This design comes from an exercise in tuning for small area, a short achievable clock period and few clock cycles per item on the open sky130 flow, not from production work.
Only simulation tests tie the RTL to the original design; equivalence was not proved.
Power and IR drop assume default switching activity.

### flow/run.sh
#!/bin/bash
# The standard layout (the standard.sh), with two changes to how it is
# made: ports are buffered with buf_2 (rather than the delay-buffer cell
# buffer_ports picks on its own), and a222oi_1, which has no stronger size
# for timing repair to swap to, is added to the platform's don't-use list.
set -euo pipefail
PLATFORM_DONT_USE="$(sed -n '/^export DONT_USE_CELLS/,/^#/p' "$FLOW_HOME/platforms/sky130hd/config.mk" | grep -o 'sky130_fd_sc_hd__[a-z0-9_]*' | tr '\n' ' ')"
bash standard.sh "BUFFER_PORTS_ARGS=-buffer_cell sky130_fd_sc_hd__buf_2" \
    "DONT_USE_CELLS=${PLATFORM_DONT_USE}sky130_fd_sc_hd__a222oi_1" finish > make_finish.log 2>&1
tail -n 20 make_finish.log
### standard.sh
#!/bin/bash
# synth_recipe.tcl (not shown) runs the flow's synth.tcl, then flattens the netlist and writes it again
# the make line also repeats each setting of config.mk as NAME=value (left out here)
make -C /OpenROAD-flow-scripts/flow DESIGN_CONFIG=/design/flow/config.mk WORK_HOME=/design/flow/orfs CLKGATE_MAP_FILE= SYNTH_SCRIPT=/design/flow/synth_recipe.tcl "${@:-finish}"
### config.mk
export PLATFORM = sky130hd
export DESIGN_NAME = inav_decoder
export DESIGN_NICKNAME = inav_decoder
export VERILOG_FILES = /design/flow/design.v
export SDC_FILE = /design/flow/constraint.sdc
export NUM_CORES = 4
export LEC_CHECK = 0
export CAP_MARGIN = 20
export CORE_MARGIN = 2
export CORE_UTILIZATION = 40
export CTS_BUF_LIST = sky130_fd_sc_hd__clkbuf_16
export CTS_CLUSTER_DIAMETER = 80
export CTS_CLUSTER_SIZE = 24
export PLACE_DENSITY = 0.6
export SETUP_SLACK_MARGIN = 5
export SLEW_MARGIN = 20
export TNS_END_PERCENT = 100
### constraint.sdc
create_clock -name core_clock -period 8.0 [get_ports {clk}]
set_input_delay 1.6000 -clock core_clock [delete_from_list [all_inputs] [get_ports {clk}]]
set_output_delay 1.6000 -clock core_clock [all_outputs]
set_load 0.01 [all_outputs]
### design.v
module inav_decoder (
    input  wire         clk,
    input  wire         rst,         
    input  wire         cmd_valid,
    output wire         cmd_ready,
    input  wire [124:0] cmd,
    output reg          rsp_valid,
    output wire [485:0] rsp
);
    localparam [2:0] ST_OK         = 3'd0;
    localparam [2:0] ST_FRAMING    = 3'd1;
    localparam [2:0] ST_CRC        = 3'd2;
    localparam [2:0] ST_UNKNOWN_WT = 3'd3;
    localparam [2:0] ST_EVEN_BUF   = 3'd4;
    localparam [2:0] ST_RESYNC     = 3'd5;
    localparam [2:0] ST_ILLEGAL    = 3'd7;
    reg          rdy;
    reg          asm_odd;       
    reg  [111:6] evb;           
    reg  [10:1]  evwt;          
    reg          evwt_ok;       
    reg          v1;            
    reg  [3:0]   op1;
    reg  [2:0]   st1;           
    reg          pair1;         
    reg          ev1;           
    reg  [23:0]  syn0;          
    reg  [15:0]  pd;            
    reg  [3:0]   gt1;           
    assign cmd_ready = rdy;
    wire       accept    = cmd_valid & rdy;
    wire [3:0] op        = cmd[124:121];
    wire       odd       = cmd[120];
    wire       marker_ok = (cmd[119] == odd);
    wire       submit    = (op == 4'h0);
    wire       ev_load   = accept & (cmd[124:119] == 6'd0);    
    wire [10:0] wt_in;
    genvar gi;
    generate
        for (gi = 0; gi <= 10; gi = gi + 1) begin : g_dec
            assign wt_in[gi] = (cmd[117:112] == gi);
        end
    endgenerate
    wire [7:0]  lo = cmd[13:6] & {8{~odd}};
    wire [23:0] syn_in0;
    wire r0x_0 = cmd[60] ^ cmd[92];
    wire r0x_1 = cmd[61] ^ cmd[93];
    wire r0x_2 = cmd[62] ^ cmd[94];
    wire r0x_3 = cmd[83] ^ cmd[114];
    wire r0x_4 = cmd[63] ^ cmd[95];
    wire r0x_5 = cmd[64] ^ cmd[96];
    wire r0x_6 = cmd[70] ^ cmd[97];
    wire r0x_7 = cmd[71] ^ cmd[98];
    wire r0x_8 = cmd[84] ^ cmd[115];
    wire r0x_9 = cmd[85] ^ cmd[116];
    wire r0x_10 = cmd[86] ^ cmd[110];
    wire r0x_11 = cmd[32] ^ cmd[72];
    wire r0x_12 = cmd[57] ^ cmd[89];
    wire r0x_13 = cmd[58] ^ cmd[90];
    wire r0x_14 = cmd[59] ^ cmd[91];
    wire r0x_15 = cmd[65] ^ cmd[67];
    wire r0x_16 = cmd[87] ^ cmd[108];
    wire r0x_17 = cmd[88] ^ cmd[109];
    wire r0x_18 = cmd[30] ^ cmd[107];
    wire r0x_19 = cmd[35] ^ cmd[40];
    wire r0x_20 = cmd[36] ^ cmd[41];
    wire r0x_21 = cmd[37] ^ cmd[42];
    wire r0x_22 = cmd[38] ^ cmd[43];
    wire r0x_23 = cmd[66] ^ cmd[69];
    wire r0x_24 = cmd[80] ^ cmd[111];
    wire r0x_25 = cmd[81] ^ cmd[112];
    wire r0x_26 = cmd[82] ^ cmd[113];
    wire r0x_27 = cmd[34] ^ r0x_3;
    wire r0x_28 = cmd[105] ^ r0x_1;
    wire r0x_29 = cmd[39] ^ cmd[68];
    wire r0x_30 = cmd[46] ^ cmd[101];
    wire r0x_31 = cmd[52] ^ cmd[76];
    wire r0x_32 = cmd[106] ^ r0x_2;
    wire r0x_33 = cmd[31] ^ cmd[47];
    wire r0x_34 = cmd[44] ^ cmd[119];
    wire r0x_35 = cmd[48] ^ cmd[49];
    wire r0x_36 = cmd[51] ^ cmd[75];
    wire r0x_37 = cmd[74] ^ cmd[118];
    wire r0x_38 = cmd[99] ^ cmd[117];
    wire r0x_39 = cmd[54] ^ r0x_0;
    wire r0x_40 = cmd[55] ^ r0x_16;
    wire r0x_41 = cmd[56] ^ r0x_17;
    wire r0x_42 = cmd[77] ^ r0x_5;
    wire r0x_43 = cmd[78] ^ r0x_8;
    wire r0x_44 = cmd[79] ^ r0x_9;
    wire r0x_45 = cmd[103] ^ r0x_4;
    wire r0x_46 = r0x_6 ^ r0x_10;
    wire r0x_47 = cmd[45] ^ cmd[100];
    wire r0x_48 = cmd[73] ^ cmd[102];
    wire r0x_49 = cmd[53] ^ r0x_11;
    wire r0x_50 = cmd[104] ^ r0x_13;
    wire r0x_51 = r0x_7 ^ r0x_12;
    wire r0x_52 = r0x_19 ^ r0x_23;
    wire r0x_53 = r0x_27 ^ r0x_29;
    wire r0x_54 = cmd[33] ^ r0x_26;
    wire r0x_55 = cmd[50] ^ r0x_30;
    wire r0x_56 = r0x_14 ^ r0x_15;
    wire r0x_57 = r0x_20 ^ r0x_25;
    wire r0x_58 = r0x_21 ^ r0x_32;
    wire r0x_59 = r0x_28 ^ r0x_31;
    wire r0x_60 = r0x_39 ^ r0x_46;
    wire r0x_61 = cmd[42] ^ r0x_22;
    wire r0x_62 = cmd[79] ^ r0x_24;
    wire r0x_63 = cmd[105] ^ r0x_35;
    wire r0x_64 = r0x_0 ^ r0x_33;
    wire r0x_65 = r0x_34 ^ r0x_36;
    wire r0x_66 = r0x_18 ^ r0x_49;
    wire r0x_67 = r0x_37 ^ r0x_40;
    wire r0x_68 = r0x_38 ^ r0x_45;
    wire r0x_69 = r0x_42 ^ r0x_52;
    wire r0x_70 = r0x_43 ^ r0x_56;
    wire r0x_71 = cmd[41] ^ cmd[102];
    wire r0x_72 = cmd[66] ^ cmd[78];
    wire r0x_73 = cmd[70] ^ cmd[90];
    wire r0x_74 = cmd[71] ^ cmd[91];
    wire r0x_75 = cmd[77] ^ cmd[101];
    wire r0x_76 = cmd[86] ^ cmd[98];
    wire r0x_77 = cmd[49] ^ r0x_14;
    wire r0x_78 = cmd[97] ^ r0x_13;
    wire r0x_79 = cmd[100] ^ r0x_24;
    wire r0x_80 = cmd[104] ^ r0x_2;
    wire r0x_81 = cmd[116] ^ r0x_22;
    wire r0x_82 = r0x_6 ^ r0x_47;
    wire r0x_83 = r0x_7 ^ r0x_48;
    wire r0x_84 = cmd[30] ^ r0x_55;
    wire r0x_85 = cmd[52] ^ r0x_41;
    wire r0x_86 = cmd[68] ^ r0x_44;
    wire r0x_87 = cmd[113] ^ r0x_65;
    wire r0x_88 = r0x_11 ^ r0x_45;
    wire r0x_89 = r0x_23 ^ r0x_51;
    wire r0x_90 = cmd[31] ^ cmd[53];
    wire r0x_91 = cmd[32] ^ cmd[48];
    wire r0x_92 = cmd[33] ^ cmd[46];
    wire r0x_93 = cmd[34] ^ cmd[117];
    wire r0x_94 = cmd[35] ^ cmd[114];
    wire r0x_95 = cmd[36] ^ cmd[67];
    wire r0x_96 = cmd[37] ^ cmd[45];
    wire r0x_97 = cmd[38] ^ cmd[99];
    wire r0x_98 = cmd[39] ^ cmd[69];
    wire r0x_99 = cmd[40] ^ cmd[73];
    wire r0x_100 = cmd[47] ^ cmd[54];
    wire r0x_101 = cmd[51] ^ cmd[60];
    wire r0x_102 = cmd[55] ^ cmd[87];
    wire r0x_103 = cmd[56] ^ cmd[88];
    wire r0x_104 = cmd[61] ^ cmd[76];
    wire r0x_105 = cmd[62] ^ cmd[85];
    wire r0x_106 = cmd[69] ^ cmd[96];
    wire r0x_107 = cmd[72] ^ cmd[75];
    wire r0x_108 = cmd[72] ^ cmd[102];
    wire r0x_109 = cmd[80] ^ cmd[115];
    wire r0x_110 = cmd[89] ^ cmd[112];
    wire r0x_111 = cmd[106] ^ cmd[108];
    wire r0x_112 = cmd[106] ^ cmd[118];
    wire r0x_113 = cmd[31] ^ r0x_15;
    wire r0x_114 = cmd[43] ^ r0x_76;
    wire r0x_115 = cmd[50] ^ r0x_19;
    wire r0x_116 = cmd[51] ^ r0x_4;
    wire r0x_117 = cmd[65] ^ r0x_73;
    wire r0x_118 = cmd[68] ^ r0x_30;
    wire r0x_119 = cmd[82] ^ r0x_92;
    wire r0x_120 = cmd[93] ^ r0x_12;
    wire r0x_121 = cmd[103] ^ r0x_18;
    wire r0x_122 = cmd[110] ^ r0x_35;
    wire r0x_123 = cmd[111] ^ r0x_1;
    wire r0x_124 = cmd[114] ^ r0x_5;
    wire r0x_125 = cmd[119] ^ r0x_9;
    wire r0x_126 = r0x_0 ^ r0x_20;
    wire r0x_127 = r0x_1 ^ r0x_22;
    wire r0x_128 = r0x_3 ^ r0x_26;
    wire r0x_129 = r0x_8 ^ r0x_12;
    wire r0x_130 = r0x_10 ^ r0x_34;
    wire r0x_131 = r0x_15 ^ r0x_36;
    wire r0x_132 = r0x_16 ^ r0x_21;
    wire r0x_133 = r0x_18 ^ r0x_74;
    wire r0x_134 = r0x_25 ^ r0x_31;
    wire r0x_135 = r0x_26 ^ r0x_75;
    wire r0x_136 = r0x_38 ^ r0x_107;
    wire r0x_137 = r0x_100 ^ r0x_111;
    wire r0x_138 = cmd[99] ^ r0x_80;
    wire r0x_139 = cmd[104] ^ r0x_83;
    wire r0x_140 = cmd[115] ^ r0x_44;
    wire r0x_141 = r0x_14 ^ r0x_54;
    wire r0x_142 = r0x_17 ^ r0x_43;
    wire r0x_143 = r0x_20 ^ r0x_124;
    wire r0x_144 = r0x_27 ^ r0x_64;
    wire r0x_145 = r0x_28 ^ r0x_78;
    wire r0x_146 = r0x_32 ^ r0x_40;
    wire r0x_147 = r0x_37 ^ r0x_81;
    wire r0x_148 = r0x_41 ^ r0x_44;
    wire r0x_149 = r0x_42 ^ r0x_128;
    wire r0x_150 = r0x_48 ^ r0x_63;
    wire r0x_151 = r0x_50 ^ r0x_51;
    wire r0x_152 = r0x_50 ^ r0x_62;
    wire r0x_153 = r0x_77 ^ r0x_121;
    wire r0x_154 = r0x_102 ^ r0x_126;
    wire r0x_155 = r0x_28 ^ r0x_60;
    wire r0x_156 = r0x_53 ^ r0x_58;
    wire r0x_157 = r0x_58 ^ r0x_70;
    wire r0x_158 = r0x_59 ^ r0x_88;
    wire r0x_159 = r0x_68 ^ r0x_89;
    wire r0x_160 = cmd[32] ^ cmd[33];
    wire r0x_161 = cmd[44] ^ cmd[53];
    wire r0x_162 = cmd[87] ^ lo[0];
    wire r0x_163 = r0x_38 ^ r0x_112;
    wire r0x_164 = r0x_160 ^ r0x_161;
    wire r0x_165 = r0x_46 ^ r0x_52;
    wire r0x_166 = r0x_116 ^ r0x_129;
    wire r0x_167 = r0x_134 ^ r0x_162;
    wire r0x_168 = r0x_163 ^ r0x_164;
    wire r0x_169 = r0x_84 ^ r0x_144;
    wire r0x_170 = r0x_150 ^ r0x_165;
    wire r0x_171 = r0x_166 ^ r0x_167;
    wire r0x_172 = r0x_168 ^ r0x_169;
    wire r0x_173 = r0x_170 ^ r0x_171;
    wire r0x_174 = r0x_172 ^ r0x_173;
    wire r0x_175 = cmd[67] ^ cmd[74];
    wire r0x_176 = cmd[76] ^ cmd[88];
    wire r0x_177 = cmd[111] ^ lo[1];
    wire r0x_178 = r0x_9 ^ r0x_18;
    wire r0x_179 = r0x_30 ^ r0x_47;
    wire r0x_180 = r0x_99 ^ r0x_175;
    wire r0x_181 = r0x_176 ^ r0x_39;
    wire r0x_182 = r0x_57 ^ r0x_130;
    wire r0x_183 = r0x_177 ^ r0x_178;
    wire r0x_184 = r0x_179 ^ r0x_180;
    wire r0x_185 = r0x_145 ^ r0x_149;
    wire r0x_186 = r0x_181 ^ r0x_182;
    wire r0x_187 = r0x_183 ^ r0x_184;
    wire r0x_188 = r0x_159 ^ r0x_185;
    wire r0x_189 = r0x_186 ^ r0x_187;
    wire r0x_190 = r0x_188 ^ r0x_189;
    wire r0x_191 = lo[2] ^ r0x_33;
    wire r0x_192 = r0x_71 ^ r0x_76;
    wire r0x_193 = r0x_110 ^ r0x_50;
    wire r0x_194 = r0x_82 ^ r0x_118;
    wire r0x_195 = r0x_123 ^ r0x_136;
    wire r0x_196 = r0x_191 ^ r0x_192;
    wire r0x_197 = r0x_67 ^ r0x_149;
    wire r0x_198 = r0x_193 ^ r0x_194;
    wire r0x_199 = r0x_195 ^ r0x_196;
    wire r0x_200 = r0x_157 ^ r0x_197;
    wire r0x_201 = r0x_198 ^ r0x_199;
    wire r0x_202 = r0x_200 ^ r0x_201;
    wire r0x_203 = cmd[33] ^ cmd[78];
    wire r0x_204 = cmd[81] ^ cmd[100];
    wire r0x_205 = lo[3] ^ r0x_10;
    wire r0x_206 = r0x_90 ^ r0x_93;
    wire r0x_207 = r0x_203 ^ r0x_204;
    wire r0x_208 = r0x_32 ^ r0x_51;
    wire r0x_209 = r0x_61 ^ r0x_115;
    wire r0x_210 = r0x_117 ^ r0x_205;
    wire r0x_211 = r0x_206 ^ r0x_207;
    wire r0x_212 = r0x_85 ^ r0x_86;
    wire r0x_213 = r0x_87 ^ r0x_153;
    wire r0x_214 = r0x_208 ^ r0x_209;
    wire r0x_215 = r0x_210 ^ r0x_211;
    wire r0x_216 = r0x_212 ^ r0x_213;
    wire r0x_217 = r0x_214 ^ r0x_215;
    wire r0x_218 = r0x_216 ^ r0x_217;
    wire r0x_219 = cmd[39] ^ cmd[40];
    wire r0x_220 = cmd[43] ^ cmd[45];
    wire r0x_221 = cmd[72] ^ cmd[83];
    wire r0x_222 = lo[4] ^ r0x_6;
    wire r0x_223 = r0x_8 ^ r0x_219;
    wire r0x_224 = r0x_220 ^ r0x_221;
    wire r0x_225 = r0x_57 ^ r0x_119;
    wire r0x_226 = r0x_133 ^ r0x_137;
    wire r0x_227 = r0x_222 ^ r0x_223;
    wire r0x_228 = r0x_224 ^ r0x_150;
    wire r0x_229 = r0x_152 ^ r0x_225;
    wire r0x_230 = r0x_226 ^ r0x_227;
    wire r0x_231 = r0x_228 ^ r0x_229;
    wire r0x_232 = r0x_230 ^ r0x_231;
    wire r0x_233 = cmd[101] ^ cmd[109];
    wire r0x_234 = lo[5] ^ r0x_9;
    wire r0x_235 = r0x_21 ^ r0x_31;
    wire r0x_236 = r0x_71 ^ r0x_94;
    wire r0x_237 = r0x_101 ^ r0x_109;
    wire r0x_238 = r0x_233 ^ r0x_46;
    wire r0x_239 = r0x_234 ^ r0x_235;
    wire r0x_240 = r0x_236 ^ r0x_237;
    wire r0x_241 = r0x_66 ^ r0x_67;
    wire r0x_242 = r0x_141 ^ r0x_238;
    wire r0x_243 = r0x_239 ^ r0x_240;
    wire r0x_244 = r0x_159 ^ r0x_241;
    wire r0x_245 = r0x_242 ^ r0x_243;
    wire r0x_246 = r0x_244 ^ r0x_245;
    wire r0x_247 = cmd[84] ^ cmd[97];
    wire r0x_248 = cmd[100] ^ cmd[111];
    wire r0x_249 = cmd[112] ^ cmd[116];
    wire r0x_250 = lo[6] ^ r0x_95;
    wire r0x_251 = r0x_104 ^ r0x_247;
    wire r0x_252 = r0x_248 ^ r0x_249;
    wire r0x_253 = r0x_41 ^ r0x_61;
    wire r0x_254 = r0x_63 ^ r0x_65;
    wire r0x_255 = r0x_137 ^ r0x_250;
    wire r0x_256 = r0x_251 ^ r0x_252;
    wire r0x_257 = r0x_69 ^ r0x_84;
    wire r0x_258 = r0x_88 ^ r0x_151;
    wire r0x_259 = r0x_253 ^ r0x_254;
    wire r0x_260 = r0x_255 ^ r0x_256;
    wire r0x_261 = r0x_257 ^ r0x_258;
    wire r0x_262 = r0x_259 ^ r0x_260;
    wire r0x_263 = r0x_261 ^ r0x_262;
    wire r0x_264 = cmd[46] ^ cmd[81];
    wire r0x_265 = cmd[109] ^ cmd[113];
    wire r0x_266 = cmd[118] ^ lo[7];
    wire r0x_267 = r0x_4 ^ r0x_96;
    wire r0x_268 = r0x_105 ^ r0x_264;
    wire r0x_269 = r0x_265 ^ r0x_50;
    wire r0x_270 = r0x_114 ^ r0x_266;
    wire r0x_271 = r0x_267 ^ r0x_268;
    wire r0x_272 = r0x_53 ^ r0x_66;
    wire r0x_273 = r0x_69 ^ r0x_70;
    wire r0x_274 = r0x_154 ^ r0x_269;
    wire r0x_275 = r0x_270 ^ r0x_271;
    wire r0x_276 = r0x_272 ^ r0x_273;
    wire r0x_277 = r0x_274 ^ r0x_275;
    wire r0x_278 = r0x_276 ^ r0x_277;
    wire r0x_279 = cmd[14] ^ cmd[63];
    wire r0x_280 = cmd[73] ^ r0x_33;
    wire r0x_281 = r0x_34 ^ r0x_97;
    wire r0x_282 = r0x_103 ^ r0x_279;
    wire r0x_283 = r0x_52 ^ r0x_119;
    wire r0x_284 = r0x_132 ^ r0x_280;
    wire r0x_285 = r0x_281 ^ r0x_282;
    wire r0x_286 = r0x_70 ^ r0x_86;
    wire r0x_287 = r0x_143 ^ r0x_283;
    wire r0x_288 = r0x_284 ^ r0x_285;
    wire r0x_289 = r0x_155 ^ r0x_286;
    wire r0x_290 = r0x_287 ^ r0x_288;
    wire r0x_291 = r0x_289 ^ r0x_290;
    wire r0x_292 = cmd[15] ^ cmd[47];
    wire r0x_293 = cmd[64] ^ cmd[74];
    wire r0x_294 = cmd[83] ^ cmd[86];
    wire r0x_295 = r0x_15 ^ r0x_17;
    wire r0x_296 = r0x_24 ^ r0x_29;
    wire r0x_297 = r0x_91 ^ r0x_93;
    wire r0x_298 = r0x_292 ^ r0x_293;
    wire r0x_299 = r0x_294 ^ r0x_82;
    wire r0x_300 = r0x_127 ^ r0x_295;
    wire r0x_301 = r0x_296 ^ r0x_297;
    wire r0x_302 = r0x_298 ^ r0x_58;
    wire r0x_303 = r0x_89 ^ r0x_140;
    wire r0x_304 = r0x_154 ^ r0x_299;
    wire r0x_305 = r0x_300 ^ r0x_301;
    wire r0x_306 = r0x_302 ^ r0x_303;
    wire r0x_307 = r0x_304 ^ r0x_305;
    wire r0x_308 = r0x_306 ^ r0x_307;
    wire r0x_309 = cmd[16] ^ cmd[50];
    wire r0x_310 = cmd[57] ^ r0x_103;
    wire r0x_311 = r0x_109 ^ r0x_309;
    wire r0x_312 = r0x_64 ^ r0x_78;
    wire r0x_313 = r0x_81 ^ r0x_83;
    wire r0x_314 = r0x_131 ^ r0x_310;
    wire r0x_315 = r0x_311 ^ r0x_59;
    wire r0x_316 = r0x_66 ^ r0x_312;
    wire r0x_317 = r0x_313 ^ r0x_314;
    wire r0x_318 = r0x_156 ^ r0x_315;
    wire r0x_319 = r0x_316 ^ r0x_317;
    wire r0x_320 = r0x_318 ^ r0x_319;
    wire r0x_321 = cmd[17] ^ cmd[47];
    wire r0x_322 = cmd[58] ^ cmd[77];
    wire r0x_323 = cmd[98] ^ cmd[112];
    wire r0x_324 = r0x_2 ^ r0x_16;
    wire r0x_325 = r0x_108 ^ r0x_321;
    wire r0x_326 = r0x_322 ^ r0x_323;
    wire r0x_327 = r0x_55 ^ r0x_324;
    wire r0x_328 = r0x_325 ^ r0x_326;
    wire r0x_329 = r0x_53 ^ r0x_147;
    wire r0x_330 = r0x_153 ^ r0x_327;
    wire r0x_331 = r0x_328 ^ r0x_155;
    wire r0x_332 = r0x_329 ^ r0x_330;
    wire r0x_333 = r0x_331 ^ r0x_332;
    wire r0x_334 = cmd[18] ^ cmd[48];
    wire r0x_335 = cmd[59] ^ r0x_98;
    wire r0x_336 = r0x_334 ^ r0x_64;
    wire r0x_337 = r0x_115 ^ r0x_123;
    wire r0x_338 = r0x_335 ^ r0x_68;
    wire r0x_339 = r0x_87 ^ r0x_139;
    wire r0x_340 = r0x_142 ^ r0x_146;
    wire r0x_341 = r0x_336 ^ r0x_337;
    wire r0x_342 = r0x_338 ^ r0x_339;
    wire r0x_343 = r0x_340 ^ r0x_341;
    wire r0x_344 = r0x_342 ^ r0x_343;
    wire r0x_345 = cmd[19] ^ cmd[40];
    wire r0x_346 = cmd[70] ^ cmd[107];
    wire r0x_347 = r0x_37 ^ r0x_47;
    wire r0x_348 = r0x_101 ^ r0x_110;
    wire r0x_349 = r0x_345 ^ r0x_346;
    wire r0x_350 = r0x_122 ^ r0x_347;
    wire r0x_351 = r0x_348 ^ r0x_349;
    wire r0x_352 = r0x_138 ^ r0x_143;
    wire r0x_353 = r0x_148 ^ r0x_350;
    wire r0x_354 = r0x_351 ^ r0x_158;
    wire r0x_355 = r0x_352 ^ r0x_353;
    wire r0x_356 = r0x_354 ^ r0x_355;
    wire r0x_357 = cmd[20] ^ cmd[30];
    wire r0x_358 = cmd[71] ^ cmd[84];
    wire r0x_359 = cmd[118] ^ r0x_25;
    wire r0x_360 = r0x_71 ^ r0x_91;
    wire r0x_361 = r0x_104 ^ r0x_357;
    wire r0x_362 = r0x_358 ^ r0x_79;
    wire r0x_363 = r0x_117 ^ r0x_132;
    wire r0x_364 = r0x_359 ^ r0x_360;
    wire r0x_365 = r0x_361 ^ r0x_69;
    wire r0x_366 = r0x_87 ^ r0x_138;
    wire r0x_367 = r0x_144 ^ r0x_362;
    wire r0x_368 = r0x_363 ^ r0x_364;
    wire r0x_369 = r0x_365 ^ r0x_366;
    wire r0x_370 = r0x_367 ^ r0x_368;
    wire r0x_371 = r0x_369 ^ r0x_370;
    wire r0x_372 = cmd[21] ^ cmd[66];
    wire r0x_373 = cmd[119] ^ r0x_35;
    wire r0x_374 = r0x_74 ^ r0x_75;
    wire r0x_375 = r0x_94 ^ r0x_105;
    wire r0x_376 = r0x_372 ^ r0x_54;
    wire r0x_377 = r0x_57 ^ r0x_61;
    wire r0x_378 = r0x_82 ^ r0x_113;
    wire r0x_379 = r0x_373 ^ r0x_374;
    wire r0x_380 = r0x_375 ^ r0x_142;
    wire r0x_381 = r0x_376 ^ r0x_377;
    wire r0x_382 = r0x_378 ^ r0x_379;
    wire r0x_383 = r0x_158 ^ r0x_380;
    wire r0x_384 = r0x_381 ^ r0x_382;
    wire r0x_385 = r0x_383 ^ r0x_384;
    wire r0x_386 = cmd[22] ^ cmd[43];
    wire r0x_387 = cmd[44] ^ cmd[49];
    wire r0x_388 = cmd[63] ^ cmd[89];
    wire r0x_389 = cmd[92] ^ r0x_10;
    wire r0x_390 = r0x_72 ^ r0x_95;
    wire r0x_391 = r0x_386 ^ r0x_387;
    wire r0x_392 = r0x_388 ^ r0x_42;
    wire r0x_393 = r0x_49 ^ r0x_54;
    wire r0x_394 = r0x_55 ^ r0x_389;
    wire r0x_395 = r0x_390 ^ r0x_391;
    wire r0x_396 = r0x_139 ^ r0x_140;
    wire r0x_397 = r0x_392 ^ r0x_393;
    wire r0x_398 = r0x_394 ^ r0x_395;
    wire r0x_399 = r0x_156 ^ r0x_396;
    wire r0x_400 = r0x_397 ^ r0x_398;
    wire r0x_401 = r0x_399 ^ r0x_400;
    wire r0x_402 = cmd[23] ^ cmd[64];
    wire r0x_403 = cmd[103] ^ cmd[106];
    wire r0x_404 = r0x_72 ^ r0x_73;
    wire r0x_405 = r0x_96 ^ r0x_402;
    wire r0x_406 = r0x_403 ^ r0x_39;
    wire r0x_407 = r0x_62 ^ r0x_113;
    wire r0x_408 = r0x_118 ^ r0x_120;
    wire r0x_409 = r0x_122 ^ r0x_134;
    wire r0x_410 = r0x_404 ^ r0x_405;
    wire r0x_411 = r0x_66 ^ r0x_147;
    wire r0x_412 = r0x_406 ^ r0x_407;
    wire r0x_413 = r0x_408 ^ r0x_409;
    wire r0x_414 = r0x_410 ^ r0x_411;
    wire r0x_415 = r0x_412 ^ r0x_413;
    wire r0x_416 = r0x_414 ^ r0x_415;
    wire r0x_417 = cmd[24] ^ cmd[48];
    wire r0x_418 = cmd[94] ^ cmd[119];
    wire r0x_419 = r0x_4 ^ r0x_19;
    wire r0x_420 = r0x_97 ^ r0x_112;
    wire r0x_421 = r0x_417 ^ r0x_418;
    wire r0x_422 = r0x_40 ^ r0x_129;
    wire r0x_423 = r0x_131 ^ r0x_133;
    wire r0x_424 = r0x_135 ^ r0x_419;
    wire r0x_425 = r0x_420 ^ r0x_421;
    wire r0x_426 = r0x_53 ^ r0x_59;
    wire r0x_427 = r0x_60 ^ r0x_152;
    wire r0x_428 = r0x_422 ^ r0x_423;
    wire r0x_429 = r0x_424 ^ r0x_425;
    wire r0x_430 = r0x_426 ^ r0x_427;
    wire r0x_431 = r0x_428 ^ r0x_429;
    wire r0x_432 = r0x_430 ^ r0x_431;
    wire r0x_433 = cmd[25] ^ cmd[92];
    wire r0x_434 = cmd[95] ^ cmd[107];
    wire r0x_435 = r0x_3 ^ r0x_7;
    wire r0x_436 = r0x_13 ^ r0x_29;
    wire r0x_437 = r0x_90 ^ r0x_108;
    wire r0x_438 = r0x_433 ^ r0x_434;
    wire r0x_439 = r0x_41 ^ r0x_43;
    wire r0x_440 = r0x_57 ^ r0x_77;
    wire r0x_441 = r0x_79 ^ r0x_125;
    wire r0x_442 = r0x_435 ^ r0x_436;
    wire r0x_443 = r0x_437 ^ r0x_438;
    wire r0x_444 = r0x_59 ^ r0x_69;
    wire r0x_445 = r0x_146 ^ r0x_439;
    wire r0x_446 = r0x_440 ^ r0x_441;
    wire r0x_447 = r0x_442 ^ r0x_443;
    wire r0x_448 = r0x_444 ^ r0x_445;
    wire r0x_449 = r0x_446 ^ r0x_447;
    wire r0x_450 = r0x_448 ^ r0x_449;
    wire r0x_451 = cmd[26] ^ cmd[50];
    wire r0x_452 = cmd[107] ^ cmd[108];
    wire r0x_453 = r0x_99 ^ r0x_106;
    wire r0x_454 = r0x_451 ^ r0x_452;
    wire r0x_455 = r0x_49 ^ r0x_57;
    wire r0x_456 = r0x_120 ^ r0x_135;
    wire r0x_457 = r0x_453 ^ r0x_454;
    wire r0x_458 = r0x_60 ^ r0x_68;
    wire r0x_459 = r0x_148 ^ r0x_455;
    wire r0x_460 = r0x_456 ^ r0x_457;
    wire r0x_461 = r0x_157 ^ r0x_458;
    wire r0x_462 = r0x_459 ^ r0x_460;
    wire r0x_463 = r0x_461 ^ r0x_462;
    wire r0x_464 = cmd[27] ^ cmd[41];
    wire r0x_465 = cmd[94] ^ cmd[107];
    wire r0x_466 = cmd[109] ^ cmd[117];
    wire r0x_467 = r0x_3 ^ r0x_5;
    wire r0x_468 = r0x_21 ^ r0x_48;
    wire r0x_469 = r0x_72 ^ r0x_464;
    wire r0x_470 = r0x_465 ^ r0x_466;
    wire r0x_471 = r0x_54 ^ r0x_79;
    wire r0x_472 = r0x_116 ^ r0x_127;
    wire r0x_473 = r0x_467 ^ r0x_468;
    wire r0x_474 = r0x_469 ^ r0x_470;
    wire r0x_475 = r0x_60 ^ r0x_67;
    wire r0x_476 = r0x_86 ^ r0x_151;
    wire r0x_477 = r0x_471 ^ r0x_472;
    wire r0x_478 = r0x_473 ^ r0x_474;
    wire r0x_479 = r0x_475 ^ r0x_476;
    wire r0x_480 = r0x_477 ^ r0x_478;
    wire r0x_481 = r0x_479 ^ r0x_480;
    wire r0x_482 = cmd[28] ^ cmd[95];
    wire r0x_483 = cmd[101] ^ cmd[103];
    wire r0x_484 = r0x_2 ^ r0x_5;
    wire r0x_485 = r0x_7 ^ r0x_8;
    wire r0x_486 = r0x_25 ^ r0x_98;
    wire r0x_487 = r0x_482 ^ r0x_483;
    wire r0x_488 = r0x_27 ^ r0x_56;
    wire r0x_489 = r0x_61 ^ r0x_62;
    wire r0x_490 = r0x_130 ^ r0x_136;
    wire r0x_491 = r0x_484 ^ r0x_485;
    wire r0x_492 = r0x_486 ^ r0x_487;
    wire r0x_493 = r0x_67 ^ r0x_85;
    wire r0x_494 = r0x_145 ^ r0x_488;
    wire r0x_495 = r0x_489 ^ r0x_490;
    wire r0x_496 = r0x_491 ^ r0x_492;
    wire r0x_497 = r0x_493 ^ r0x_494;
    wire r0x_498 = r0x_495 ^ r0x_496;
    wire r0x_499 = r0x_497 ^ r0x_498;
    wire r0x_500 = cmd[29] ^ cmd[65];
    wire r0x_501 = cmd[117] ^ r0x_11;
    wire r0x_502 = r0x_24 ^ r0x_33;
    wire r0x_503 = r0x_36 ^ r0x_47;
    wire r0x_504 = r0x_106 ^ r0x_500;
    wire r0x_505 = r0x_63 ^ r0x_80;
    wire r0x_506 = r0x_114 ^ r0x_125;
    wire r0x_507 = r0x_501 ^ r0x_502;
    wire r0x_508 = r0x_503 ^ r0x_504;
    wire r0x_509 = r0x_53 ^ r0x_84;
    wire r0x_510 = r0x_85 ^ r0x_141;
    wire r0x_511 = r0x_505 ^ r0x_506;
    wire r0x_512 = r0x_507 ^ r0x_508;
    wire r0x_513 = r0x_509 ^ r0x_510;
    wire r0x_514 = r0x_511 ^ r0x_512;
    wire r0x_515 = r0x_513 ^ r0x_514;
    assign syn_in0[0] = r0x_174;
    assign syn_in0[1] = r0x_190;
    assign syn_in0[2] = r0x_202;
    assign syn_in0[3] = r0x_218;
    assign syn_in0[4] = r0x_232;
    assign syn_in0[5] = r0x_246;
    assign syn_in0[6] = r0x_263;
    assign syn_in0[7] = r0x_278;
    assign syn_in0[8] = r0x_291;
    assign syn_in0[9] = r0x_308;
    assign syn_in0[10] = r0x_320;
    assign syn_in0[11] = r0x_333;
    assign syn_in0[12] = r0x_344;
    assign syn_in0[13] = r0x_356;
    assign syn_in0[14] = r0x_371;
    assign syn_in0[15] = r0x_385;
    assign syn_in0[16] = r0x_401;
    assign syn_in0[17] = r0x_416;
    assign syn_in0[18] = r0x_432;
    assign syn_in0[19] = r0x_450;
    assign syn_in0[20] = r0x_463;
    assign syn_in0[21] = r0x_481;
    assign syn_in0[22] = r0x_499;
    assign syn_in0[23] = r0x_515;
    reg [2:0] st_in;
    always @(*) begin
        case (op)
            4'h0:    st_in = !marker_ok ? ST_FRAMING :
                             !odd ? (asm_odd ? ST_RESYNC : ST_EVEN_BUF) :
                             ST_FRAMING;
            4'h1, 4'h4, 4'h5, 4'h6, 4'h7, 4'h8, 4'h9, 4'hA, 4'hB:
                     st_in = ST_OK;
            default: st_in = ST_ILLEGAL;
        endcase
    end
    always @(posedge clk) begin
        rdy   <= ~rst;
        v1    <= accept & ~rst;
        op1   <= op;
        st1   <= st_in;
        pair1 <= submit & marker_ok & odd & asm_odd;
        ev1   <= submit & marker_ok & ~odd;
        syn0  <= syn_in0;
        pd    <= cmd[117:102];
        gt1   <= {op == 4'hB, op == 4'hA, op == 4'h9, op == 4'h8};
        if (ev_load) begin
            evb     <= cmd[111:6];
            evwt    <= wt_in[10:1];
            evwt_ok <= (cmd[117:112] <= 6'd10);
        end
        if (rst || (accept && op == 4'h1))
            asm_odd <= 1'b0;
        else if (accept && submit && marker_ok)
            asm_odd <= ~odd;
    end
    reg  [23:0]  evsyn;         
    wire [23:0]  sab = syn0;
    wire [23:0]  syn_x;
    wire tx_0 = sab[0] ^ sab[1];
    wire tx_1 = sab[2] ^ sab[3];
    wire tx_2 = sab[21] ^ sab[23];
    wire tx_3 = sab[11] ^ sab[22];
    wire tx_4 = sab[8] ^ sab[10];
    wire tx_5 = sab[9] ^ sab[12];
    wire tx_6 = sab[18] ^ tx_0;
    wire tx_7 = sab[20] ^ tx_1;
    wire tx_8 = sab[6] ^ tx_2;
    wire tx_9 = sab[7] ^ sab[15];
    wire tx_10 = sab[14] ^ sab[16];
    wire tx_11 = sab[4] ^ sab[19];
    wire tx_12 = sab[5] ^ tx_4;
    wire tx_13 = sab[17] ^ tx_5;
    wire tx_14 = tx_3 ^ tx_7;
    wire tx_15 = sab[13] ^ tx_6;
    wire tx_16 = sab[13] ^ tx_8;
    wire tx_17 = sab[0] ^ sab[4];
    wire tx_18 = sab[1] ^ sab[19];
    wire tx_19 = sab[2] ^ tx_9;
    wire tx_20 = sab[7] ^ tx_1;
    wire tx_21 = sab[14] ^ tx_11;
    wire tx_22 = tx_0 ^ tx_10;
    wire tx_23 = sab[15] ^ tx_8;
    wire tx_24 = tx_2 ^ tx_13;
    wire tx_25 = tx_3 ^ tx_6;
    wire tx_26 = sab[17] ^ tx_14;
    wire tx_27 = tx_12 ^ tx_15;
    wire tx_28 = sab[3] ^ sab[6];
    wire tx_29 = sab[4] ^ sab[8];
    wire tx_30 = sab[5] ^ sab[10];
    wire tx_31 = sab[6] ^ sab[22];
    wire tx_32 = sab[8] ^ sab[13];
    wire tx_33 = sab[10] ^ sab[11];
    wire tx_34 = sab[17] ^ sab[23];
    wire tx_35 = sab[12] ^ tx_9;
    wire tx_36 = tx_4 ^ tx_10;
    wire tx_37 = tx_9 ^ tx_32;
    wire tx_38 = sab[7] ^ tx_22;
    wire tx_39 = sab[16] ^ tx_20;
    wire tx_40 = sab[21] ^ tx_21;
    wire tx_41 = tx_13 ^ tx_29;
    wire tx_42 = sab[12] ^ tx_16;
    wire tx_43 = tx_5 ^ tx_14;
    wire tx_44 = tx_11 ^ tx_25;
    wire tx_45 = sab[8] ^ sab[16];
    wire tx_46 = tx_17 ^ tx_45;
    wire tx_47 = tx_46 ^ tx_42;
    wire tx_48 = sab[5] ^ sab[22];
    wire tx_49 = tx_48 ^ tx_8;
    wire tx_50 = tx_38 ^ tx_41;
    wire tx_51 = tx_49 ^ tx_50;
    wire tx_52 = sab[9] ^ tx_31;
    wire tx_53 = tx_34 ^ tx_19;
    wire tx_54 = tx_52 ^ tx_53;
    wire tx_55 = tx_27 ^ tx_54;
    wire tx_56 = tx_5 ^ tx_33;
    wire tx_57 = tx_20 ^ tx_56;
    wire tx_58 = tx_15 ^ tx_40;
    wire tx_59 = tx_57 ^ tx_58;
    wire tx_60 = tx_10 ^ tx_18;
    wire tx_61 = tx_30 ^ tx_60;
    wire tx_62 = tx_14 ^ tx_23;
    wire tx_63 = tx_61 ^ tx_62;
    wire tx_64 = sab[0] ^ tx_37;
    wire tx_65 = tx_64 ^ tx_26;
    wire tx_66 = sab[9] ^ sab[14];
    wire tx_67 = tx_28 ^ tx_66;
    wire tx_68 = tx_67 ^ tx_15;
    wire tx_69 = tx_18 ^ tx_19;
    wire tx_70 = tx_36 ^ tx_69;
    wire tx_71 = tx_42 ^ tx_70;
    wire tx_72 = sab[9] ^ tx_10;
    wire tx_73 = tx_37 ^ tx_72;
    wire tx_74 = tx_73 ^ tx_26;
    wire tx_75 = sab[3] ^ sab[15];
    wire tx_76 = sab[18] ^ tx_17;
    wire tx_77 = tx_75 ^ tx_36;
    wire tx_78 = tx_76 ^ tx_24;
    wire tx_79 = tx_77 ^ tx_78;
    wire tx_80 = sab[19] ^ tx_12;
    wire tx_81 = tx_13 ^ tx_23;
    wire tx_82 = tx_25 ^ tx_80;
    wire tx_83 = tx_81 ^ tx_82;
    wire tx_84 = sab[2] ^ sab[7];
    wire tx_85 = sab[9] ^ sab[20];
    wire tx_86 = sab[21] ^ tx_4;
    wire tx_87 = tx_84 ^ tx_85;
    wire tx_88 = tx_86 ^ tx_87;
    wire tx_89 = tx_88 ^ tx_44;
    wire tx_90 = tx_2 ^ tx_18;
    wire tx_91 = tx_12 ^ tx_90;
    wire tx_92 = tx_91 ^ tx_43;
    wire tx_93 = sab[10] ^ tx_17;
    wire tx_94 = tx_93 ^ tx_16;
    wire tx_95 = tx_43 ^ tx_94;
    wire tx_96 = tx_3 ^ tx_28;
    wire tx_97 = tx_12 ^ tx_96;
    wire tx_98 = tx_38 ^ tx_97;
    wire tx_99 = sab[6] ^ sab[11];
    wire tx_100 = sab[23] ^ tx_0;
    wire tx_101 = tx_99 ^ tx_19;
    wire tx_102 = tx_100 ^ tx_41;
    wire tx_103 = tx_101 ^ tx_102;
    wire tx_104 = tx_5 ^ tx_39;
    wire tx_105 = tx_27 ^ tx_104;
    wire tx_106 = sab[19] ^ tx_1;
    wire tx_107 = tx_33 ^ tx_22;
    wire tx_108 = tx_106 ^ tx_24;
    wire tx_109 = tx_107 ^ tx_108;
    wire tx_110 = sab[16] ^ tx_4;
    wire tx_111 = tx_6 ^ tx_110;
    wire tx_112 = tx_23 ^ tx_111;
    wire tx_113 = tx_26 ^ tx_112;
    wire tx_114 = tx_24 ^ tx_39;
    wire tx_115 = tx_44 ^ tx_114;
    wire tx_116 = sab[12] ^ sab[22];
    wire tx_117 = tx_11 ^ tx_34;
    wire tx_118 = tx_116 ^ tx_7;
    wire tx_119 = tx_117 ^ tx_118;
    wire tx_120 = tx_27 ^ tx_119;
    wire tx_121 = sab[1] ^ sab[5];
    wire tx_122 = sab[9] ^ sab[11];
    wire tx_123 = sab[18] ^ tx_121;
    wire tx_124 = tx_122 ^ tx_7;
    wire tx_125 = tx_21 ^ tx_123;
    wire tx_126 = tx_16 ^ tx_124;
    wire tx_127 = tx_125 ^ tx_126;
    wire tx_128 = tx_30 ^ tx_31;
    wire tx_129 = tx_7 ^ tx_35;
    wire tx_130 = tx_128 ^ tx_40;
    wire tx_131 = tx_129 ^ tx_130;
    wire tx_132 = sab[3] ^ sab[5];
    wire tx_133 = sab[20] ^ tx_3;
    wire tx_134 = tx_132 ^ tx_35;
    wire tx_135 = tx_133 ^ tx_134;
    assign syn_x[0] = tx_47;
    assign syn_x[1] = tx_51;
    assign syn_x[2] = tx_55;
    assign syn_x[3] = tx_59;
    assign syn_x[4] = tx_63;
    assign syn_x[5] = tx_65;
    assign syn_x[6] = tx_68;
    assign syn_x[7] = tx_71;
    assign syn_x[8] = tx_74;
    assign syn_x[9] = tx_79;
    assign syn_x[10] = tx_83;
    assign syn_x[11] = tx_89;
    assign syn_x[12] = tx_92;
    assign syn_x[13] = tx_95;
    assign syn_x[14] = tx_98;
    assign syn_x[15] = tx_103;
    assign syn_x[16] = tx_105;
    assign syn_x[17] = tx_109;
    assign syn_x[18] = tx_113;
    assign syn_x[19] = tx_115;
    assign syn_x[20] = tx_120;
    assign syn_x[21] = tx_127;
    assign syn_x[22] = tx_131;
    assign syn_x[23] = tx_135;
    reg  [119:0] w1;
    reg  [119:0] w2;
    reg  [121:0] w3;
    reg  [119:0] w4;
    reg  [98:0]  w5;
    reg  [118:0] w6;
    reg  [115:0] w7;
    reg  [120:0] w8;
    reg  [121:0] w9;
    reg  [121:0] w10;
    reg  [4:1]   eph_rx;
    reg  [10:7]  alm_rx;
    reg          rx5, rx6;      
    reg          new_eph, new_iono, new_utc, new_alm;
    reg  [2:0]   st2;
    reg          flag2;
    reg  [10:1]  sel0, sel1, sel2, sel3, sel4, sel5, sel6, sel7;    
    wire [121:0] data  = {evb[111:6], pd};    
    wire         crc_ok = (sab == evsyn);
    wire         wt_ok  = evwt_ok;
    wire         acc    = v1 & pair1 & crc_ok & wt_ok;
    wire         clr    = rst | (v1 && op1 == 4'h1);
    wire [10:1] wdec = evwt;
    wire [10:1] we = {10{acc}} & wdec[10:1];
    wire [9:0] iod_d  = data[121:112];
    wire [9:0] iod1_n = wdec[1] ? iod_d : w1[119:110];
    wire [9:0] iod2_n = wdec[2] ? iod_d : w2[119:110];
    wire [9:0] iod3_n = wdec[3] ? iod_d : w3[121:112];
    wire [9:0] iod4_n = wdec[4] ? iod_d : w4[119:110];
    wire [3:0] ioda_d   = data[121:118];
    wire [3:0] ioda7_n  = wdec[7]  ? ioda_d : w7[115:112];
    wire [3:0] ioda8_n  = wdec[8]  ? ioda_d : w8[120:117];
    wire [3:0] ioda9_n  = wdec[9]  ? ioda_d : w9[121:118];
    wire [3:0] ioda10_n = wdec[10] ? ioda_d : w10[121:118];
    wire [4:1]  eph_rx_n = eph_rx | wdec[4:1];
    wire [10:7] alm_rx_n = alm_rx | wdec[10:7];
    wire eph_consistent = (&eph_rx_n) && (iod1_n == iod2_n) &&
                          (iod2_n == iod3_n) && (iod3_n == iod4_n);
    wire slot1_both = alm_rx_n[7] & alm_rx_n[8];
    wire slot2_both = alm_rx_n[8] & alm_rx_n[9];
    wire slot3_both = alm_rx_n[9] & alm_rx_n[10];
    wire slot1_eq   = (ioda7_n == ioda8_n);
    wire slot2_eq   = (ioda8_n == ioda9_n);
    wire slot3_eq   = (ioda9_n == ioda10_n);
    wire slot1_ok   = slot1_both &  slot1_eq;
    wire slot2_ok   = slot2_both &  slot2_eq;
    wire slot3_ok   = slot3_both &  slot3_eq;
    wire slot1_bad  = slot1_both & ~slot1_eq;
    wire slot2_bad  = slot2_both & ~slot2_eq;
    wire slot3_bad  = slot3_both & ~slot3_eq;
    wire alm_any_ok  = (wdec[7] & slot1_ok) | (wdec[8] & (slot1_ok | slot2_ok)) |
                       (wdec[9] & (slot2_ok | slot3_ok)) | (wdec[10] & slot3_ok);
    wire alm_any_bad = (wdec[7] & slot1_bad) | (wdec[8] & (slot1_bad | slot2_bad)) |
                       (wdec[9] & (slot2_bad | slot3_bad)) | (wdec[10] & slot3_bad);
    wire is_eph = wdec[1] | wdec[2] | wdec[3] | wdec[4];
    wire is_alm = wdec[7] | wdec[8] | wdec[9] | wdec[10];
    reg new_sel;
    always @(*) begin
        case (op1[1:0])
            2'd0:    new_sel = new_eph;
            2'd1:    new_sel = new_iono;
            2'd2:    new_sel = new_utc;
            default: new_sel = new_alm;
        endcase
    end
    wire hasnew = (op1[3:2] == 2'b01);
    wire get    = (op1[3:2] == 2'b10);
    wire [10:1] rx    = {alm_rx, rx6, rx5, eph_rx};
    wire [3:0]  gdec  = {op1[1:0] == 2'd3, op1[1:0] == 2'd2, op1[1:0] == 2'd1, op1[1:0] == 2'd0};
    wire [10:1] gsel  = {{4{gdec[3]}}, gdec[2], gdec[1], {4{gdec[0]}}};
    wire [10:1] gsel1 = {{4{gt1[3]}}, gt1[2], gt1[1], {4{gt1[0]}}};
    always @(posedge clk) begin
        if (v1 && ev1)
            evsyn <= syn_x;
        if (we[1])  w1  <= data[121:2];
        if (we[2])  w2  <= data[121:2];
        if (we[3])  w3  <= data[121:0];
        if (we[4])  w4  <= data[121:2];
        if (we[5])  w5  <= data[121:23];
        if (we[6])  w6  <= data[121:3];
        if (we[7])  w7  <= data[121:6];
        if (we[8])  w8  <= data[121:1];
        if (we[9])  w9  <= data[121:0];
        if (we[10]) w10 <= data[121:0];
        if (clr) begin
            eph_rx   <= 4'd0;
            alm_rx   <= 4'd0;
            rx5      <= 1'b0;
            rx6      <= 1'b0;
            new_eph  <= 1'b0;
            new_iono <= 1'b0;
            new_utc  <= 1'b0;
            new_alm  <= 1'b0;
        end else if (v1) begin
            if (acc && is_eph) begin
                eph_rx  <= eph_rx_n;
                new_eph <= eph_consistent;
            end
            if (acc && wdec[5]) begin
                rx5      <= 1'b1;
                new_iono <= 1'b1;
            end
            if (acc && wdec[6]) begin
                rx6     <= 1'b1;
                new_utc <= 1'b1;
            end
            if (acc && is_alm) begin
                alm_rx <= alm_rx_n;
                if (alm_any_ok)
                    new_alm <= 1'b1;
                else if (alm_any_bad)
                    new_alm <= 1'b0;
            end
            if (hasnew) begin
                case (op1[1:0])
                    2'd0: new_eph  <= 1'b0;
                    2'd1: new_iono <= 1'b0;
                    2'd2: new_utc  <= 1'b0;
                    default: new_alm <= 1'b0;
                endcase
            end
        end
        rsp_valid <= v1 & ~rst;
        st2       <= !pair1 ? st1 : !crc_ok ? ST_CRC : !wt_ok ? ST_UNKNOWN_WT : ST_OK;
        flag2     <= hasnew & new_sel;
        sel0       <= {10{get}} & gsel & rx;
        sel1       <= {10{get & v1}} & gsel & rx;
        sel2       <= {10{get & ~rst}} & gsel & rx;
        sel3       <= {10{get & v1 & ~rst}} & gsel & rx;
        sel4       <= gsel1 & rx;
        sel5       <= {10{v1}} & gsel1 & rx;
        sel6       <= {10{~rst}} & gsel1 & rx;
        sel7       <= {10{v1 & ~rst}} & gsel1 & rx;
    end
    wire [119:0] r1;
    wire [119:0] r2;
    wire [121:0] r3;
    wire [119:0] r4;
    wire [98:0]  r5;
    wire [118:0] r6;
    wire [115:0] r7;
    wire [120:0] r8;
    wire [121:0] r9;
    wire [121:0] r10;
    wire [7:0]   s1  = {sel7[1], sel6[1], sel5[1], sel4[1], sel3[1], sel2[1], sel1[1], sel0[1]};
    wire [7:0]   s2  = {sel7[2], sel6[2], sel5[2], sel4[2], sel3[2], sel2[2], sel1[2], sel0[2]};
    wire [7:0]   s3  = {sel7[3], sel6[3], sel5[3], sel4[3], sel3[3], sel2[3], sel1[3], sel0[3]};
    wire [7:0]   s4  = {sel7[4], sel6[4], sel5[4], sel4[4], sel3[4], sel2[4], sel1[4], sel0[4]};
    wire [7:0]   s5  = {sel7[5], sel6[5], sel5[5], sel4[5], sel3[5], sel2[5], sel1[5], sel0[5]};
    wire [7:0]   s6  = {sel7[6], sel6[6], sel5[6], sel4[6], sel3[6], sel2[6], sel1[6], sel0[6]};
    wire [7:0]   s7  = {sel7[7], sel6[7], sel5[7], sel4[7], sel3[7], sel2[7], sel1[7], sel0[7]};
    wire [7:0]   s8  = {sel7[8], sel6[8], sel5[8], sel4[8], sel3[8], sel2[8], sel1[8], sel0[8]};
    wire [7:0]   s9  = {sel7[9], sel6[9], sel5[9], sel4[9], sel3[9], sel2[9], sel1[9], sel0[9]};
    wire [7:0]   s10 = {sel7[10], sel6[10], sel5[10], sel4[10], sel3[10], sel2[10], sel1[10], sel0[10]};
    genvar bi;
    generate
        for (bi = 0; bi < 122; bi = bi + 1) begin : g_rec
            if (bi < 120) assign r1[bi]  = w1[bi]  & s1[bi * 8 / 120];
            if (bi < 120) assign r2[bi]  = w2[bi]  & s2[bi * 8 / 120];
            assign r3[bi] = w3[bi] & s3[bi * 8 / 122];
            if (bi < 120) assign r4[bi]  = w4[bi]  & s4[bi * 8 / 120];
            if (bi < 99)  assign r5[bi]  = w5[bi]  & s5[bi * 8 / 99];
            if (bi < 119) assign r6[bi]  = w6[bi]  & s6[bi * 8 / 119];
            if (bi < 116) assign r7[bi]  = w7[bi]  & s7[bi * 8 / 116];
            if (bi < 121) assign r8[bi]  = w8[bi]  & s8[bi * 8 / 121];
            assign r9[bi]  = w9[bi]  & s9[bi * 8 / 122];
            assign r10[bi] = w10[bi] & s10[bi * 8 / 122];
        end
    endgenerate
    wire [481:0] rec_eph  = {r1, r2, r3, r4};
    wire [98:0]  rec_iono = r5;
    wire [118:0] rec_utc  = r6;
    wire [480:0] rec_alm  = {r7, r8, r9, r10};
    assign rsp = {st2, flag2,
                  rec_eph | {383'd0, rec_iono} | {363'd0, rec_utc} | {1'b0, rec_alm}};
endmodule
==> summary.txt, run 1 <==
Run status
  – Status: complete, no violations

Synth
  – Synth cell types: 60
  – Commonest register cell after synthesis: edfxtp_1
  – Flops & latches, synth: 1477
  – Post-Syn Area per Cell: 16.75 sq um
  – Synthesized Nets: 3547
  – Async set or reset register ratio after synthesis: 0%
  – Post-synth EDFFs: 1322
  – Syn. warnings: 1
  – Seq/Total Area, Yosys: 74.74%
  – Synthesized area: 57270 sq um
  – Synthesized instance count: 3418

Place
  – Routability cong.: 0.9756
  – Placed cells: 5808
  – Post-DP Area: 62650 sq um
  – PortBufs: 609
  – DP Worst Slack: 3.720 ns
  – Post-DP HPWL: 134.9 mm

Pwr
  – Sw frac: 28.90%
  – Register share of total power: 49.7%
  – PD cells: 253.4 nW/um^2
  – Pleak: 0.02504 uW
  – Clock network power share: 25.5%
  – NetSw: 5166 uW
  – Max IR drop VDD: 0.2541 mV
  – Gate power share: 24.8%
  – Pint: 12710 uW

Critical path
  – Crit-path max FO: 8
  – CP Data Arrival Time: 1.71 ns
  – Worst path required time: 6.40 ns
  – Critical R2R Launch: evsyn[23]$_DFFE_PP_
  – Slowest stage delay, CP: 0.41 ns
  – Worst setup path class: flip-flop to primary output
  – Dominant delay contributor by cell family on the critical path: flip-flops
  – Max stage delay cell, worst path: dfxtp_4
  – Cells along the critical path: buf_6 > a22oi_2 > nand2_2 > buf_2
  – Crit path from: sel4[10]$_DFF_P_
  – CP Buf/Inv Count: 2
  – Critical Path Source Type: flip-flop
  – Critical path endpoint category: primary output

Die
  – Row cnt: 138
  – Die W: 382.4 um
  – Die height: 382.4 um
  – I/O Pins: 616
  – Die area: 146200 sq um
  – Initial Utilization: 40.40%
  – Core Region: 141800 sq um

Drt
  – Final wirelength: 209.6 mm
  – DRC: 0
  – Routed WL per cell: 33.84 um
  – TritonRoute pass-1 iters: 6
  – Vias per inst: 5.666
  – Drt first-iter violations: 4179
  – DRT antenna net count: 0
  – Via Count: 35090

Final layout
  – Finished Cell Area: 70530 sq um
  – Layout area overhead: 23.17%
  – Combined area of the multi-input logic cells: 15330 sq um
  – Share of cells above drive strength 1: 30.84%
  – FILL cells: 11810
  – Finished Core Util: 49.76%
  – Reg area: 43130 sq um
  – Final Instance Count excl. Fillers: 6193
  – Most common cell after layout, fill and taps aside: edfxtp_1
  – Most frequent cells in the layout: edfxtp_1 (1322), buf_2 (514), xnor2_1 (470)
  – Nets: 4343

GRT
  – Initial antenna violation count: 61
  – Number of global-route vias before repair: 32850
  – First-pass GRT wire length: 276.2 mm
  – Largest net degree at the start of global routing: 64
  – Grt total ovfl: 0
  – GRT Total Usage: 27.61%

STA
  – Max Transition Viols Final: 0
  – F_max: 0.3019 GHz
  – Fin. Hold Viols: 0
  – Final setup vio count: 0
  – Setup TNS: 0 ns
  – Min cycle time layout: 3.312 ns
  – Max-slew headroom: 36.29%
  – RSZ-0062 raised after global routing: yes
  – Fin crit share: 41.40%
  – Slew @ Worst Pin: 0.9556 ns
  – Final WS setup: 4.688 ns
  – Clock skew: 0.04166 ns

Min path
  – Worst Hold Class: flip-flop to flip-flop
  – Min-delay src: new_alm$_SDFFE_PP0P_

Run
  – Max capacitance violation total: 0

Clock network
  – Clock latency (worst-skew pair): 0.75 ns
  – CTS tree: yes
  – CTS buffer count: 79
  – H-Tree Depth: 3
  – CTS Root Cell: clkbuf_16
  – Clock Path Buffers: 3
  – Worst-path clk slew: 0.09 ns
  – Clock sink count: 1477
Yosys cell counts (16+ instances only):
cell type / n / area [sq um]
xnor2_2: 27 / 439.2
o21ai_0: 19 / 95.09
nand2_1: 180 / 675.7
a22oi_1: 218 / 1637
inv_1: 41 / 153.9
dfxtp_1: 155 / 3103
xnor2_1: 508 / 4449
a22o_1: 363 / 3179
xor2_1: 141 / 1235
clkbuf_1: 118 / 442.9
nor2b_1: 16 / 100.1
mux2i_1: 24 / 240.2
edfxtp_1: 1322 / 39700
nor3_1: 16 / 80.08
nor2_1: 96 / 360.4
timing repair:
action / 4_1_cts / 5_1_grt
pin swaps: 82 / 67
setup buffers: 145 / 46
setup endpoints to repair: 1670 / 1122
hold buffers: 0 / 0
resized for setup: 422 / 269
cloned: 22 / 2
path summary, 6_finish.rpt:
check	end	slack, ns	cells after the start
min	new_alm$_SDFFE_PP0P_	0.50	2
max	rsp[70]	4.69	4
max reg2reg	w10[14]$_DFFE_PP_	5.07	9
min reg2reg	new_alm$_SDFFE_PP0P_	0.50	2
registers in the layout, indices dropped and copies added (netlist names), 16 cells and up:
name and flops:
w3 122, w7 116, evsyn 24, w4 120, w5 99, w10 122, w6 119, w9 122
pd 16, evb 106, w8 121, syn0 24, w2 120, w1 120
worst register-to-register path: stages (launching register included):
cell,delay (ns)
edfxtp_1,0.41
xnor2_1,0.22
nand4_1,0.10
or4_4,0.59
nor4_4,0.20
buf_4,0.19
buf_8,0.17
and2_4,0.26
buf_12,0.20
buf_16,0.25
logic make-up (layout without fill, tap and decap cells):
family	after synthesis	count (layout)	share of synthesized area [%]
other	0	23	0
XOR/XNOR	690	690	11.09
buffers and inverters	182	1034	1.309
AND/OR/NAND/NOR	371	381	2.871
adder cells (fa/ha/maj)	1	1	0.02184
multiplexers	26	26	0.4785
flip-flops	1477	1477	74.74
AO/OA/AOI/OAI	671	671	9.491
power groups by stage:
| stage | combinational [uW] | sequential (uW) | clock (uW) |
|---|---|---|---|
| after floorplan | 3420 | 8900 | 0 |
| after detailed placement | 4200 | 9050 | 0 |
| after global routing | 4660 | 8880 | 4880 |
| after global placement | 4240 | 9060 | 0 |
| final | 4440 | 8880 | 4560 |
| after CTS | 4310 | 8860 | 4630 |
through the flow:
| stage | total power, uW | hold WS (ns) |
|---|---|---|
| 2_1_floorplan | 12320 | 0.4049 |
| 3_3_place_gp | 13300 | 0.4647 |
| 4_1_cts | 17800 | 0.4916 |
| 6_report | 17880 | 0.4964 |
| 3_5_place_dp | 13250 | 0.4644 |
| 5_1_grt | 18420 | 0.5163 |
final cells by class:
cell class	instances	area share [%]
timing repair buffer	846	9.897
multi-input combinational	1769	21.74
sequential	1477	61.14
clock buffer	82	2.909
inverter	41	0.2217
clock inverter	65	0.6546
tap	1890	3.353
antenna	23	0.08160
metal layers:
| metal | global-route usage (%) | vias to the layer above | wire [um] |
|---|---|---|---|
| li1 | - | 14590 | - |
| met1 | 38.42 | 18260 | 85560 |
| met2 | 42.22 | 1874 | 95600 |
| met3 | 6.723 | 316 | 20260 |
| met4 | 9.806 | 48 | 7871 |
| met5 | 0 | - | 298 |
Testbench counts, summed over its fixed seeds: cycles 5,616, items 5,600.
==> inputs of run 2 (changes only) <==
--- a/config.mk
+++ b/config.mk
@@ -15,3 +15,3 @@
 export SETUP_SLACK_MARGIN = 5
 export SLEW_MARGIN = 20
-export TNS_END_PERCENT = 100
+export TNS_END_PERCENT = 30
==> run 2 against run 1 <==
Compared with the run above:
- maximum frequency shrank 1.2%
- still clean on timing, DRC and antenna
- global-route usage is 0.55 points lower
- final area fell by 2.0%
==> summary.txt, run 2 <==
Run status
  – Status: complete, no violations

Drt
  – DRT antenna net count: 0
  – Vias per inst: 5.655
  – Via Count: 34760
  – Drt first-iter violations: 4408
  – Final wirelength: 208.0 mm
  – TritonRoute pass-1 iters: 5
  – DRC: 0
  – Routed WL per cell: 33.84 um

Final layout
  – Final Instance Count excl. Fillers: 6146
  – Most common cell after layout, fill and taps aside: edfxtp_1
  – Most frequent cells in the layout: edfxtp_1 (1322), buf_2 (535), xnor2_1 (481)
  – Top Registers: w10 x122, w3 x122, w9 x122
  – Finished Cell Area: 69140 sq um
  – Nets: 4303
  – Share of cells above drive strength 1: 29.58%
  – Layout area overhead: 20.74%

Synth
  – Post-synth top cells: edfxtp_1 (1322), xnor2_1 (508), a22o_1 (363)
  – Area leader, netlist: edfxtp_1
  – Synthesized area: 57270 sq um
  – Seq/Total Area, Yosys: 74.74%
  – Syn. warnings: 1
  – Post-Syn Area per Cell: 16.75 sq um
  – Async set or reset register ratio after synthesis: 0%
  – Count leader, synth: edfxtp_1
  – Synth area leaders: edfxtp_1 (69%), xnor2_1 (7.8%), a22o_1 (5.6%), dfxtp_1 (5.4%), a22oi_1 (2.9%)
  – Post-synth EDFFs: 1322
  – Share of the synthesized area in the top cell type: 69.32%
  – Commonest register cell after synthesis: edfxtp_1
  – Synth cell types: 60
  – Flops & latches, synth: 1477
  – Synthesized instance count: 3418
  – Synthesized Nets: 3547

GRT
  – Initial antenna violation count: 61
  – Grt total ovfl: 0
  – First-pass GRT wire length: 271.6 mm
  – GRT Total Usage: 27.06%
  – Largest net degree at the start of global routing: 78
  – Number of global-route vias before repair: 32180

Critical path
  – Critical Path Source Type: flip-flop
  – Worst path required time: 6.40 ns
  – Critical path endpoint category: primary output
  – Worst setup path class: flip-flop to primary output
  – Crit-path max FO: 8
  – CP Data Arrival Time: 1.75 ns

Place
  – Post-DP HPWL: 138.2 mm
  – Placed cells: 5805
  – PortBufs: 609
  – Post-DP Area: 62380 sq um
  – Routability cong.: 0.9282

STA
  – Max-slew headroom: 21.72%
  – Setup TNS: 0 ns
  – Slew @ Worst Pin: 1.174 ns
  – Final setup vio count: 0
  – RSZ-0062 raised after global routing: yes
  – Clock skew: 0.04801 ns
  – Min cycle time layout: 3.353 ns
  – Hold Slack: 0.4893 ns
  – Fin crit share: 41.91%
  – F_max: 0.2983 GHz
  – Max Transition Viols Final: 0
  – Fin. Hold Viols: 0

Run
  – Max capacitance violation total: 0

Pwr
  – Max IR drop VDD: 0.2817 mV
  – Pleak: 0.02447 uW
  – PD cells: 256.2 nW/um^2

Die
  – Die height: 382.4 um
  – Die area: 146200 sq um
  – Core Region: 141800 sq um
  – Initial Utilization: 40.40%
  – Row cnt: 138
  – I/O Pins: 616
  – Die W: 382.4 um

Clock network
  – Clock latency (worst-skew pair): 0.75 ns
  – CTS buffer count: 77
  – CTS tree: yes
  – Clock Path Buffers: 3
  – Clock sink count: 1477
  – H-Tree Depth: 3
  – CTS Root Cell: clkbuf_16
  – Worst-path clk slew: 0.09 ns

Min path
  – Worst Hold Class: flip-flop to flip-flop
## run 2: critical path, cell delays in order, from the launching register on
cell	delay [ns]
dfxtp_4	0.37
buf_12	0.14
a22oi_1	0.23
nand2_2	0.12
buf_6	0.14
## run 2: through the flow
stage	utilization, %	power, uW	worst slack [ns]
after floorplan	-	12300	3.887
after global placement	44.00	13360	3.785
after detailed placement	44.00	13330	3.858
after CTS	46.67	17680	4.614
after global routing	48.75	18310	4.608
final	48.77	17710	4.647
## run 2: worst paths after layout
path	slack (ns)	startpoint	endpoint	cells after the start
worst max-delay path	4.65	sel3[6]$_DFF_P_	rsp[57]	4
worst min register to register	0.49	new_alm$_SDFFE_PP0P_	new_alm$_SDFFE_PP0P_	2
worst min-delay path	0.49	new_alm$_SDFFE_PP0P_	new_alm$_SDFFE_PP0P_	2
worst max register to register	4.85	evsyn[6]$_DFFE_PP_	w3[117]$_DFFE_PP_	6
## run 2: metal layers
layer	global-route usage, %	part of all wire (%)	wire length, um	vias to the layer above
met5	0	0.18	368	-
met4	5.621	2.1	4468	62
met3	4.865	8.0	16720	233
met2	42.22	46	96380	1609
met1	39.66	43	90050	18340
li1	-	-	-	14510
## run 2: cell families (layout without fill, tap and decap cells)
family / after synthesis / after routing / synth area share [%]
DFF: 1477 / 1477 / 74.74
xor gates and xnor gates: 690 / 690 / 11.09
AOI/OAI and AO/OA: 671 / 671 / 9.491
and+or+nand+nor: 371 / 380 / 2.871
buffers and inverters: 182 / 994 / 1.309
muxes: 26 / 26 / 0.4785
adders and majority gates: 1 / 1 / 0.02184
other: 0 / 17 / 0
## run 2: area by class of cell
type / count / area, sq um
fill: 12010 / 72620
clock buffer: 78 / 1952
multi-input combinational: 1768 / 14950
antenna: 17 / 42.54
clock inverter: 66 / 473.0
inverter: 41 / 156.4
timing repair buffer: 809 / 6083
tap: 1890 / 2365
sequential: 1477 / 43120
## run 2: power breakdown
group | internal [uW] | total (uW) | switching (uW)
logic | 2050 | 4420 | 2370
clock network | 1870 | 4430 | 2560
registers | 8650 | 8860 | 211
## run 2: timing repair
| item | 4_1_cts | 5_1_grt |
|---|---|---|
| hold buffers | 0 | 0 |
| hold endpoints to repair | 0 | 0 |
| setup endpoints to repair | 1691 | 1503 |
| gates cloned | 12 | 0 |
| pin swaps | 11 | 118 |
| resized for setup | 220 | 411 |
| setup buffers | 48 | 119 |

separate check: timing with driven ports:
Ports are ideal in the flow. The routed layouts listed here were re-timed in OpenROAD. Step 1: set_driving_cell puts a clkbuf_16 on clk and a buf_2 on each other input, an assumption about the parent block. Step 2, shift: input delay + t, output delay - t, t = (earliest + latest rising clock arrival at the registers) / 2. This alone moves slack from input paths to output paths. Three values: ideal, step 1, step 2; two values: the first two.
run	t (ns)	setup slack, ns	slew at the worst register clock pin (ns)
run 1	0.817	4.688 / 4.600 / 4.135	0.11 / 0.11
run 2	0.815	4.647 / 4.562 / 3.940	0.10 / 0.10
After both steps setup and hold are still met in every run listed. For run 2, which loses most, drivers alone change the setup slack by -0.085 ns; drivers and shift together by -0.707 ns.
